What follows belongs to an exercise in optimizing a design on an open flow for a short achievable clock period and few clock cycles; a production flow would make more cautious choices. The RTL was checked by simulation tests, not by an equivalence proof against the original design. Power is estimated from default activity; no workload was simulated.

==> flow/design.v <==
module e20_core (
    input  wire        clk,
    input  wire        rst,          
    output wire        mem_req,
    output wire        mem_we,
    output wire [12:0] mem_addr,
    output wire [15:0] mem_wdata,
    input  wire        mem_gnt,
    input  wire        mem_rvalid,
    input  wire [15:0] mem_rdata,
    output wire        halted
);
    localparam [2:0] OP_RRR  = 3'b000, OP_ADDI = 3'b001, OP_J   = 3'b010,
                     OP_JAL  = 3'b011, OP_LW   = 3'b100, OP_SW  = 3'b101,
                     OP_JEQ  = 3'b110, OP_SLTI = 3'b111;
    localparam integer QN = 4;    
    localparam integer FN = 8;    
    reg        data_req;          
    reg        data_we;
    reg [12:0] daddr;
    reg [15:0] dwdata;
    reg [2:0]  dldst;             
    reg        fetch_req;         
    reg [12:0] fpc;               
    reg        halt_r;
    reg        st_new;            
    reg [12:0] st_npc;            
    assign mem_req   = data_req | fetch_req;
    assign mem_we    = data_req & data_we;
    assign mem_addr  = data_req ? daddr : fpc;
    assign mem_wdata = dwdata;
    assign halted    = halt_r;
    wire rd_acc    = mem_gnt & (data_req ? ~data_we : fetch_req);
    wire fetch_acc = mem_gnt & ~data_req & fetch_req;
    wire port_busy = data_req & ~mem_gnt;
    reg [3:0]  nf;
    reg [FN-1:0] f_ld;        
    reg [FN-1:0] f_ok;        
    reg [13*FN-1:0] f_pc;    
    reg [3*FN-1:0]  f_dst;    
    reg [2:0]  nq;
    reg [16*QN-1:0] q_ins;
    reg [13*QN-1:0] q_pc;
    reg [13*QN-1:0] q_alt;   
    reg [QN-1:0] q_pred;     
    reg [15:0] regs [1:7];
    reg [7:1]  pmask;             
    reg [12:0] ras;               
    wire        arr       = mem_rvalid & (nf != 4'd0);
    wire        arr_load  = arr & f_ld[0];
    wire        arr_fetch = arr & ~f_ld[0] & f_ok[0];
    wire [12:0] arr_pc    = f_pc[(0)*13 +: 13];
    wire [15:0] w         = mem_rdata;
    wire [2:0]  w_op      = w[15:13];
    wire [12:0] w_npc     = arr_pc + 13'd1;
    wire [12:0] w_btgt    = w_npc + {{6{w[6]}}, w[6:0]};
    wire        w_isjr    = (w_op == OP_RRR) && (w[3:0] == 4'b1000);
    wire        w_jeqb    = (w_op == OP_JEQ) && w[6];
    wire        w_jr7     = w_isjr && (w[12:10] == 3'd7);
    wire        w_jump    = (w_op == OP_J) || (w_op == OP_JAL);
    wire        w_red     = w_jump || w_jeqb || w_jr7;
    reg  [12:0] w_tgt;
    always @(*) begin
        if (w_jump)      w_tgt = w[12:0];
        else if (w_jeqb) w_tgt = w_btgt;
        else             w_tgt = ras;
    end
    wire [12:0] w_alt = (w_op == OP_JEQ) ? (w_jeqb ? w_npc : w_btgt) : ras;
    wire        x_valid = (nq != 3'd0);
    wire [15:0] ir      = q_ins[(0)*16 +: 16];
    wire [12:0] xpc     = q_pc[(0)*13 +: 13];
    wire [2:0]  op      = ir[15:13];
    wire [2:0]  ra      = ir[12:10];
    wire [2:0]  rb      = ir[9:7];
    wire [2:0]  rd_rrr  = ir[6:4];
    wire [3:0]  func    = ir[3:0];
    wire [15:0] simm    = {{9{ir[6]}}, ir[6:0]};
    wire [12:0] xnpc    = xpc + 13'd1;
    wire [15:0] va = (ra == 3'd0) ? 16'd0 : regs[ra];
    wire [15:0] vb = (rb == 3'd0) ? 16'd0 : regs[rb];
    wire [15:0] sum = va + ((op == OP_RRR) ? vb : simm);
    wire [15:0] dif = va - vb;
    reg [15:0] result;
    reg [2:0]  dst;
    reg        wen, uses_a, uses_b;
    always @(*) begin
        result = sum;
        dst    = rb;
        wen    = 1'b0;
        uses_a = 1'b1;
        uses_b = 1'b0;
        case (op)
            OP_RRR: begin
                dst    = rd_rrr;
                uses_b = 1'b1;
                case (func)
                    4'b0000: begin result = sum; wen = 1'b1; end
                    4'b0001: begin result = dif; wen = 1'b1; end
                    4'b0010: begin result = va | vb; wen = 1'b1; end
                    4'b0011: begin result = va & vb; wen = 1'b1; end
                    4'b0100: begin result = {15'd0, va < vb}; wen = 1'b1; end
                    default: ;
                endcase
            end
            OP_ADDI: begin result = sum; wen = 1'b1; end
            OP_SLTI: begin result = {15'd0, va < simm}; wen = 1'b1; end
            OP_JAL:  begin result = {3'd0, xnpc}; dst = 3'd7; wen = 1'b1; uses_a = 1'b0; end
            OP_J:    uses_a = 1'b0;
            OP_LW:   begin dst = rb; end
            OP_SW:   uses_b = 1'b1;
            OP_JEQ:  uses_b = 1'b1;
            default: ;
        endcase
    end
    wire is_lw   = (op == OP_LW);
    wire is_sw   = (op == OP_SW);
    wire is_mem  = is_lw | is_sw;
    wire is_halt = (op == OP_J) && (ir[12:0] == xpc);
    wire is_jr   = (op == OP_RRR) && (func == 4'b1000);
    wire is_jeq  = (op == OP_JEQ);
    wire lw_dst  = is_lw | wen;    
    wire hazard = (uses_a & (ra != 3'd0) & pmask[ra]) |
                  (uses_b & (rb != 3'd0) & pmask[rb]) |
                  (lw_dst & (dst != 3'd0) & pmask[dst]);
    reg smc_hit;
    integer k;
    always @(*) begin
        smc_hit = 1'b0;
        for (k = 0; k < QN; k = k + 1)
            if (k < nq && q_pc[(k)*13 +: 13] == daddr) smc_hit = 1'b1;
        for (k = 0; k < FN; k = k + 1)
            if (k < nf && !f_ld[k] && f_pc[(k)*13 +: 13] == daddr) smc_hit = 1'b1;
        smc_hit = smc_hit & st_new;
    end
    wire x_fire = x_valid & ~halt_r & ~smc_hit & ~hazard &
                  ~((is_mem | is_halt) & port_busy) &
                  ~(is_lw & (nf > 4'd4));
    wire taken  = (va == vb);
    wire jeq_mp = is_jeq & (taken != q_pred[0]) & (ir[6:0] != 7'd0);
    wire jr_mp  = is_jr & ~(q_pred[0] & (va[12:0] == q_alt[(0)*13 +: 13]));
    wire x_red  = x_fire & (jeq_mp | jr_mp);
    wire [12:0] x_tgt = is_jr ? va[12:0] : q_alt[(0)*13 +: 13];
    wire        flush = x_red | smc_hit;
    wire [12:0] flush_tgt = smc_hit ? st_npc : x_tgt;
    wire d_red  = arr_fetch & ~flush & w_red;
    wire q_push = arr_fetch & ~flush;
    wire q_pop  = x_fire;
    wire do_halt = x_fire & is_halt;
    wire [3:0] nf_next = nf + {3'd0, rd_acc} - {3'd0, arr};
    wire [3:0] commit  = (flush ? 4'd0 : {1'b0, nq}) + nf + {3'd0, rd_acc};
    integer i;
    always @(posedge clk) begin
        if (rst) begin
            data_req  <= 1'b0;
            data_we   <= 1'b0;
            fetch_req <= 1'b1;
            fpc       <= 13'd0;
            halt_r    <= 1'b0;
            st_new    <= 1'b0;
            nf        <= 4'd0;
            nq        <= 3'd0;
            pmask     <= 7'd0;
            ras       <= 13'd0;
            for (i = 1; i < 8; i = i + 1)
                regs[i] <= 16'd0;
        end else begin
            st_new <= x_fire & is_sw;
            if (x_fire & is_mem) begin
                data_req <= 1'b1;
                data_we  <= is_sw;
                daddr    <= sum[12:0];
                dwdata   <= vb;
                dldst    <= rb;
                st_npc   <= xnpc;
            end else if (mem_gnt) begin
                data_req <= 1'b0;
            end
            if (flush)          fpc <= flush_tgt;
            else if (d_red)     fpc <= w_tgt;
            else if (fetch_acc) fpc <= fpc + 13'd1;
            fetch_req <= ~(halt_r | do_halt) & (commit <= 4'd3);
            if (do_halt) halt_r <= 1'b1;
            if (d_red && w_op == OP_JAL) ras <= w_npc;
            nf <= nf_next;
            for (i = 0; i < FN; i = i + 1) begin
                if (arr) begin
                    if (i + 1 < FN && i + 1 < nf) begin
                        f_ld[i]  <= f_ld[i+1];
                        f_ok[i]  <= f_ok[i+1] & ~(flush | d_red);
                        f_pc[(i)*13 +: 13]  <= f_pc[(i+1)*13 +: 13];
                        f_dst[(i)*3 +: 3] <= f_dst[(i+1)*3 +: 3];
                    end else if (rd_acc && i + 1 == nf) begin
                        f_ld[i]  <= data_req;
                        f_ok[i]  <= ~(flush | d_red);
                        f_pc[(i)*13 +: 13]  <= fpc;
                        f_dst[(i)*3 +: 3] <= dldst;
                    end
                end else begin
                    if (i < nf) begin
                        f_ok[i] <= f_ok[i] & ~(flush | d_red);
                    end else if (rd_acc && i == nf) begin
                        f_ld[i]  <= data_req;
                        f_ok[i]  <= ~(flush | d_red);
                        f_pc[(i)*13 +: 13]  <= fpc;
                        f_dst[(i)*3 +: 3] <= dldst;
                    end
                end
            end
            if (flush) begin
                nq <= 3'd0;
            end else begin
                nq <= nq + {2'd0, q_push} - {2'd0, q_pop};
                for (i = 0; i < QN; i = i + 1) begin
                    if (q_pop) begin
                        if (i + 1 < QN && i + 1 < nq) begin
                            q_ins[(i)*16 +: 16]  <= q_ins[(i+1)*16 +: 16];
                            q_pc[(i)*13 +: 13]   <= q_pc[(i+1)*13 +: 13];
                            q_alt[(i)*13 +: 13]  <= q_alt[(i+1)*13 +: 13];
                            q_pred[i] <= q_pred[i+1];
                        end else if (q_push && i + 1 == nq) begin
                            q_ins[(i)*16 +: 16]  <= w;
                            q_pc[(i)*13 +: 13]   <= arr_pc;
                            q_alt[(i)*13 +: 13]  <= w_alt;
                            q_pred[i] <= w_red;
                        end
                    end else if (q_push && i == nq) begin
                        q_ins[(i)*16 +: 16]  <= w;
                        q_pc[(i)*13 +: 13]   <= arr_pc;
                        q_alt[(i)*13 +: 13]  <= w_alt;
                        q_pred[i] <= w_red;
                    end
                end
            end
            if (x_fire & wen & (dst != 3'd0))
                regs[dst] <= result;
            if (arr_load && f_dst[(0)*3 +: 3] != 3'd0)
                regs[f_dst[(0)*3 +: 3]] <= mem_rdata;
            pmask <= (pmask & ~((arr_load && f_dst[(0)*3 +: 3] != 3'd0) ? (7'd1 << (f_dst[(0)*3 +: 3] - 3'd1)) : 7'd0))
                           | ((x_fire & is_lw & (rb != 3'd0)) ? (7'd1 << (rb - 3'd1)) : 7'd0);
        end
    end
endmodule
==> flow/run.sh <==
#!/bin/bash
# synth_recipe.tcl (not shown) runs the flow's synth.tcl, then flattens the netlist and writes it again
# the make line also repeats each setting of config.mk as NAME=value (left out here)
make -C /OpenROAD-flow-scripts/flow DESIGN_CONFIG=/design/flow/config.mk WORK_HOME=/design/flow/orfs CLKGATE_MAP_FILE= SYNTH_SCRIPT=/design/flow/synth_recipe.tcl finish
==> flow/config.mk <==
export PLATFORM = sky130hd
export DESIGN_NAME = e20_core
export DESIGN_NICKNAME = e20_core
export VERILOG_FILES = /design/flow/design.v
export SDC_FILE = /design/flow/constraint.sdc
export NUM_CORES = 4
export LEC_CHECK = 0
export CAP_MARGIN = 20
export CORE_MARGIN = 2
export CORE_UTILIZATION = 40
export PLACE_DENSITY = 0.6
export SLEW_MARGIN = 20
==> flow/constraint.sdc <==
create_clock -name core_clock -period 8.0 [get_ports {clk}]
set_input_delay 1.6000 -clock core_clock [delete_from_list [all_inputs] [get_ports {clk}]]
set_output_delay 1.6000 -clock core_clock [all_outputs]
set_load 0.01 [all_outputs]
==> out/qor.yml, run 1 <==
global_routing:
  grt_usage_pct: 26.6
  antenna_found_initial: 1
  grt_pass1_wl_um: 162000
  grt_pass1_vias: 23200
  grt_overflow_total: 0
  grt_start_max_net_pins: 50
yosys:
  yosysSeqAreaShare_pct: 48.8
  yosysMostFrequentCell: "edfxtp_1"
  synth_warnings: 9
  syn_area_um2: 32200
  syn_area_per_cell_um2: 11.8
  synth_ff_type: "edfxtp_1"
  synth_top_area_share_pct: 45.6
  yosysTopAreaCell: "edfxtp_1"
  synthCells: 2737
  synthArstFlopShare_pct: 0
  synth_edf_count: 489
  syn-num-nets: 2883
  synth_commonest_cells: "489 x edfxtp_1, 251 x mux2_2, 243 x nand2_1"
  yosysUniqueCellTypes: 89
  synth_seq_cells: 540
  synth_area_leaders: "edfxtp_1 46%, mux2_2 8.8%, ha_1 4.7%"
timing:
  finalHoldViolCount: 0
  tns_ps: 0
  fin_ws_ps: 1210
  finalSetupViolCount: 0
  drv_slew: 0
  achievable-frequency_ghz: 0.147
  max_slew_margin_pct: 14.4
  hold_slack_ps: 482
  period_share_pct: 84.9
  clock-skew-final_ps: 43.3
  fin_crit_ps: 6790
  tightest_slew_ps: 1250
  rsz0062_at_grt: "false"
job:
  drv_cap: 0
setup_path:
  start_kind: "flop"
  end_kind: "flop"
  max_stage_delay_ps: 930
  crit_family: "simple AND/OR/NAND/NOR gates"
  cp.arrival_ps: 7030
  crit_fanout: 17
  worstSetupPathType: "reg -> reg"
  critPathSlowestCell: "nand3_1"
  required_ps: 8240
  path_buf_inv: 1
  cp_cell_sequence: "nor2_1, a22oi_1, o22ai_1, ha_1, ha_1, mux2_2, a21oi_1, a21oi_1, o21ai_0, or3b_1, nor4_2, buf_4, nand2_1, nand3_1"
final_layout:
  stdcell_count: 3840
  area_delta_synth_final_pct: 11.8
  utilization_pct: 44.9
  layout-drive-gt1-share_pct: 19.5
  nets: 2873
  nFillCells: 7348
place:
  portBuffers: 51
  gp_congestion: 0.983
  preCtsSetupSlack_ps: 1430
  hpwl_um: 77800
  dp_cells: 3723
clock_tree:
  cts_tree: "built"
  cts_hold_buf: 0
  post-cts-setup-buffers: 0
  cts_sinks: 540
  clkLatencyLatePin_ps: 660
  cts_root_buf: "clkbuf_16"
  path_clk_slew_ps: 60
  ctsHtreeMaxLevel: 2
  cts.repair.resized: 0
  cts_inserted_buffers: 61
  cts_buffer_depth: 3
route:
  firstDrtPassIters: 6
  drt-initial-drc-count: 3066
  routed_wire_length_per_instance_um: 28.9
  drc: 0
  vias_per_cell: 6.20
  vias: 23800
  antenna_left: 0
  wl_um: 111000
power_and_ir_drop:
  clock_power_share_pct: 22.4
  internal_power_uw: 8020
  swShare_pct: 41.8
  peakVddDrop_mv: 0.205
  powerDensity_nw_per_um2: 383
  power_switching_uw: 5760
  pwr-share-comb_pct: 45.5
  p_seq_share_pct: 32.1
  total_leakage_power_uw: 0.0130
die:
  initial_core_util_pct: 40.2
  num_rows: 104
  core_um2: 80200
  io_pins: 52
  die_y_um: 288
  die_area_um2: 82800
  die_w_um: 288
worst_hold_path:
  min_path_type: "reg -> reg"
run_status:
  status: "finished clean"
## cell usage in the layout, fill, tap and decap left out, drive strengths merged, types with 14 or more instances in the layout
cell type and n:
nand2 243, mux4 67, xor2 132, nand4 33
edfxtp 489, nor3 44, nand3 59, nor2 120
ha 121, buf 64, o31ai 17, mux2 251
clkbuf 77, nor4 41, a22oi 21, xnor2 121
and3 17, clkdlybuf4s50 50, dfxtp 51, o21ai 149
mux2i 24, clkinv 24, a211oi 14, inv 100
a21oi 102, a21o 23, a22o 78
## cells by family after synthesis
group                    after synthesis  share of synthesized area, %
flip-flops                           540                          48.8
adder cells (fa/ha/maj)              126                          5.01
multiplexers                         342                          14.2
XOR/XNOR                             253                          6.88
AND/OR/NAND/NOR                      645                          9.73
buffers and inverters                287                          3.76
AO/OA/AOI/OAI                        544                          11.6
## layout make-up
| cell class | instances | area [µm²] | area share [%] |
|---|---|---|---|
| Tap cell | 1060 | 1330 | 3.68 |
| Clock buffer | 77 | 1710 | 4.75 |
| Antenna cell | 1 | 2.50 | 0.00695 |
| Inverter | 100 | 375 | 1.04 |
| Sequential cell | 540 | 15700 | 43.6 |
| Multi-Input combinational cell | 1910 | 15400 | 42.7 |
| Clock inverter | 38 | 505 | 1.40 |
| Timing Repair Buffer | 114 | 982 | 2.73 |
## state kept, by name (all words and copies together) (netlist names), 8 cells and up, named ones only
name    cells
q_ins      64
f_ld        8
fpc        13
f_ok        8
regs      128
dwdata     16
daddr      13
ras        13
q_alt      52
q_pc       52
f_pc      104
f_dst      24
st_npc     13
## worst register-to-register path: stages, from the launching register on
cell	delay, ps
edfxtp_1	710
nor2_1	460
a22oi_1	120
o22ai_1	890
ha_1	290
ha_1	260
mux2_2	280
a21oi_1	140
a21oi_1	50
o21ai_0	240
or3b_1	780
nor4_2	500
buf_4	300
nand2_1	410
nand3_1	930
## layer usage
metal  part of all wire, %  up-vias  track usage, %  routed length [µm]
met5                     0        -               0                   0
met4                   4.3        0            10.5                4800
met1                    42    12000            36.9               46900
met3                   8.4      249            4.26                9330
li1                      -    10300               -                   -
met2                    45     1308            41.6               49900
## worst paths after layout
check | from | cells after the start | end | slack [ps]
worst max-delay path | q_ins[13] | 14 | regs[1][6] | 1210
worst min-delay path | ras[2] | 2 | ras[2] | 480
worst max register to register | q_ins[13] | 14 | regs[1][6] | 1210
worst min register to register | ras[2] | 2 | ras[2] | 480
## per-stage QoR
stage / total power (µW) / area, µm²
detailed placement: 10500 / 33700
floorplan: 8400 / 32200
global route: 14400 / 36000
CTS: 13700 / 36000
finish: 13800 / 36000
global placement: 10500 / 33700
## power groups by stage
stage | Sequential (µW) | Clock, µW | Combinational [µW]
global placement | 4450 | 0 | 6030
detailed placement | 4460 | 0 | 6080
global route | 4460 | 3230 | 6690
floorplan | 4060 | 0 | 4350
CTS | 4400 | 3120 | 6140
finish | 4420 | 3090 | 6270
Testbench counts, summed over its fixed seeds: cycles 293,465.
==> run 2, diff against run 1 <==
--- a/flow/config.mk
+++ b/flow/config.mk
@@ -6,7 +6,9 @@
 export NUM_CORES = 4
 export LEC_CHECK = 0
+export ABC_CLOCK_PERIOD_IN_PS = 3000
 export CAP_MARGIN = 20
 export CORE_MARGIN = 2
 export CORE_UTILIZATION = 40
 export PLACE_DENSITY = 0.6
+export SETUP_SLACK_MARGIN = 4.5
 export SLEW_MARGIN = 20
==> run 2 against run 1 <==
Effect of this change:
- still clean on timing, DRC and antenna
- sequential cell count did not move
- maximum frequency rose by 32%
- global-route usage rose by 4.2 points
- sequential share of layout area fell by 7.7 points
- via count rose by 13%
- first-iteration DRC count rose by 14%
- synthesized area did not move
- critical path depth rose by 9
- cell area rose by 22%
- worst setup slack improved by 1700 ps
- combinational power rose by 63%
- largest cell class is now multi-input combinational cells
==> out/qor.yml, run 2 <==
route:
  drc: 0  # unchanged
  routed_wire_length_per_instance_um: 30.9  # +7.1%
  wl_um: 131000  # +18%
  firstDrtPassIters: 6  # unchanged
  drt-initial-drc-count: 3508  # +14%
  antenna_left: 0  # unchanged
  vias_per_cell: 6.32  # +1.9%
  vias: 26800  # +13%
clock_tree:
  ctsHtreeMaxLevel: 2  # unchanged
  cts_buffer_depth: 3  # unchanged
  clkLatencyLatePin_ps: 650  # about the same
  cts_hold_buf: 0  # unchanged
  cts_sinks: 540  # unchanged
  cts_root_buf: "clkbuf_16"
  cts_tree: "built"
  path_clk_slew_ps: 60  # about the same
  cts_inserted_buffers: 58  # -4.9%
timing:
  achievable-frequency_ghz: 0.195  # +32%
  drv_slew: 0  # unchanged
  tightest_slew_ps: 1080  # -173 ps
  period_share_pct: 64.3  # -21 points
  fin_crit_ps: 5140  # -1650 ps
  finalSetupViolCount: 0  # unchanged
  rsz0062_at_grt: "true"
  tns_ps: 0  # unchanged
  finalHoldViolCount: 0  # unchanged
  clock-skew-final_ps: 34.8  # -8.52 ps
  max_slew_margin_pct: 27.8  # +13 points
final_layout:
  layout-drive-gt1-share_pct: 39.6  # +20 points
  nets: 3280  # +14%
  final_cell_mix: "489 x edfxtp_1, 216 x nand2_1, 211 x buf_4"
  reg_top3: "regs: 128 flops, f_pc: 104 flops, q_ins: 64 flops"
  stdcell_count: 4241  # +10%
  area_delta_synth_final_pct: 35.8
  antenna_cells: 0  # -1
  largest_reg_flops: 128  # unchanged
  largest-register: "regs"
  final_common_cell: "edfxtp_1"
run_status:
  status: "finished clean"
setup_path:
  crit_fanout: 5  # -12
  start_kind: "flop"
  path_buf_inv: 11  # +10
  cp.arrival_ps: 5480  # -1550 ps
  max_stage_delay_ps: 520  # -410 ps
  critPathSlowestCell: "or4bb_4"
  required_ps: 8340  # +100 ps
  worstSetupPathType: "reg -> reg"
  end_kind: "flop"
  cp_common_cell: "buf_6"
  cp_cell_sequence: "buf_6, buf_6, mux4_2, mux2_4, and2_4, ha_4, or4bb_4, nor2_4, nand4_1, buf_4, xor2_1, o21ai_2, o41ai_4, buf_6, buf_6, o21a_4, buf_6, buf_6, buf_8, o311ai_4, buf_12, buf_16, clkinvlp_4"
  crit_family: "buffers and inverters"
global_routing:
  grt_usage_pct: 30.7  # +4.2 points
  busiest_layer: "met2"
  antenna_found_initial: 5  # +4
  grt_pass1_wl_um: 185000  # +14%
  grt_start_max_net_pins: 59  # +18%
  use_met1_pct: 40.6  # +3.6 points
  use_met2_pct: 47.0  # +5.4 points
  grt_overflow_total: 0  # unchanged
  grt_pass1_vias: 25900  # +12%
  grtUsageMet3_pct: 6.90  # +2.6 points
yosys:
  synth_commonest_cells: "489 x edfxtp_1, 251 x mux2_2, 243 x nand2_1"
  syn-num-nets: 2883  # unchanged
  yosysTopAreaCell: "edfxtp_1"
  synth_warnings: 9  # unchanged
  synth_edf_count: 489  # unchanged
  synthCells: 2737  # unchanged
  synthArstFlopShare_pct: 0  # unchanged
  yosysUniqueCellTypes: 89  # unchanged
  synth_top_area_share_pct: 45.6  # unchanged
  syn_area_per_cell_um2: 11.8  # unchanged
  syn_area_um2: 32200  # unchanged
  yosysMostFrequentCell: "edfxtp_1"
  yosysSeqAreaShare_pct: 48.8  # unchanged
  synth_area_leaders: "edfxtp_1 46%, mux2_2 8.8%, ha_1 4.7%"
  synth_seq_cells: 540  # unchanged
  synth_ff_type: "edfxtp_1"
power_and_ir_drop:
  powerDensity_nw_per_um2: 399  # +4.3%
  peakVddDrop_mv: 0.213  # +3.6%
  total_leakage_power_uw: 0.0164  # +26%
  total_power_uw: 17500  # +27%
place:
  dp_cells: 3720  # -0.081%
  gp_congestion: 1.00  # +2.1%
  portBuffers: 51  # unchanged
  hpwl_um: 81900  # +5.2%
job:
  drv_cap: 0  # unchanged
die:
  die_area_um2: 82800  # unchanged
  num_rows: 104  # unchanged
  die_y_um: 288  # unchanged
  initial_core_util_pct: 40.2  # unchanged
  core_um2: 80200  # unchanged
  die_w_um: 288  # unchanged
  io_pins: 52  # unchanged
worst_hold_path:
  min_path_type: "reg -> reg"
-- run 2: cell counts after synthesis --
Identical to the previous run, type by type.
-- run 2: worst register-to-register path, cell delays in order, from the launching register on --
cell	delay (ps)
dfxtp_4	440
buf_6	120
buf_6	110
mux4_2	500
mux2_4	280
and2_4	160
ha_4	270
or4bb_4	520
nor2_4	140
nand4_1	240
buf_4	230
xor2_1	140
o21ai_2	180
o41ai_4	100
buf_6	150
buf_6	110
o21a_4	230
buf_6	120
buf_6	100
buf_8	120
o311ai_4	120
buf_12	160
buf_16	140
clkinvlp_4	190
-- run 2: path summary, 6_finish.rpt --
kind	from	end	cells after the start	slack (ps)
min	fpc[6]	f_pc[97]	0	480
max	flop	q_ins[5]	23	2860
max reg2reg	flop	q_ins[5]	23	2860
min reg2reg	fpc[6]	f_pc[97]	0	480
-- run 2: cell families after synthesis --
group                    after synthesis  share of synthesized area, %
multiplexers                         342                          14.2
buffers and inverters                287                          3.76
XOR/XNOR                             253                          6.88
AND/OR/NAND/NOR                      645                          9.73
adder cells (fa/ha/maj)              126                          5.01
AO/OA/AOI/OAI                        544                          11.6
flip-flops                           540                          48.8
-- run 2: timing repair --
item,in CTS,in global routing
endpoints found under the hold margin,0,0
pin swaps,130,93
endpoints found under the setup margin,859,785
gates cloned,51,5
buffers inserted,278,80
gates resized for setup,579,185
-- run 2: final cells by class --
type                    count  area, µm²
repair buffers            505       6150
inverters                 100        435
clock buffers              78       1650
repair inverters            7       52.6
clock inverters            29        353
multi-input cells        1922      18000
fillers                  6530      36400
flip-flops and latches    540      15700
well taps                1060       1330
-- run 2: report_power, final --
group	switching (µW)	internal, µW
logic	5460	4790
clock network	1190	1700
registers	503	3830
total	7150	10300
-- run 2: routing by layer --
metal,wire (µm),share of wire [%],vias up
met5,50,0.038,-
met4,8600,6.6,8
met3,14400,11,458
met2,58200,44,1799
met1,50000,38,13400
li1,-,-,11100
-- run 2: per-stage QoR --
stage	setup WS [ps]	utilization, %	cell area (µm²)	hold slack, ps
final	2860	54.6	43700	476
after global routing	2780	54.6	43700	500
after CTS	2930	52.6	42200	478
after detailed placement	1650	43.0	34400	446
after global placement	1780	43.0	34400	440
after floorplan	3040	-	33200	406

## re-timing with driven ports
The results above use ideal ports. As a check the final layouts listed here were re-extracted and re-timed, cells and wires unchanged. Step 1 sets driving cells, clkbuf_16 on the clock port and buf_2 on the other inputs (assumed; they add their load-dependent delay and slew). Step 2 times the ports against the registers' clock, not the clock port: input delays grow and output delays shrink by t, the midpoint of the rising clock arrivals with the driver on. Slacks: no drivers / after step 1 / after step 2; pairs: no drivers / after step 1.
run	t, ns	setup WS [ns]	hold slack, ns	worst slew at a driven data input, ns	pins driven straight from the clock port
run 1	0.707	1.209 / 1.209 / 1.209	0.482 / 0.482 / 0.482	0.04	1
run 2	0.706	2.859 / 2.859 / 2.706	0.476 / 0.476 / 0.476	0.08	1
After both steps every run listed still meets setup and hold. For run 2, which loses most, drivers alone change the setup slack by 0.000 ns; drivers and shift together by -0.153 ns.
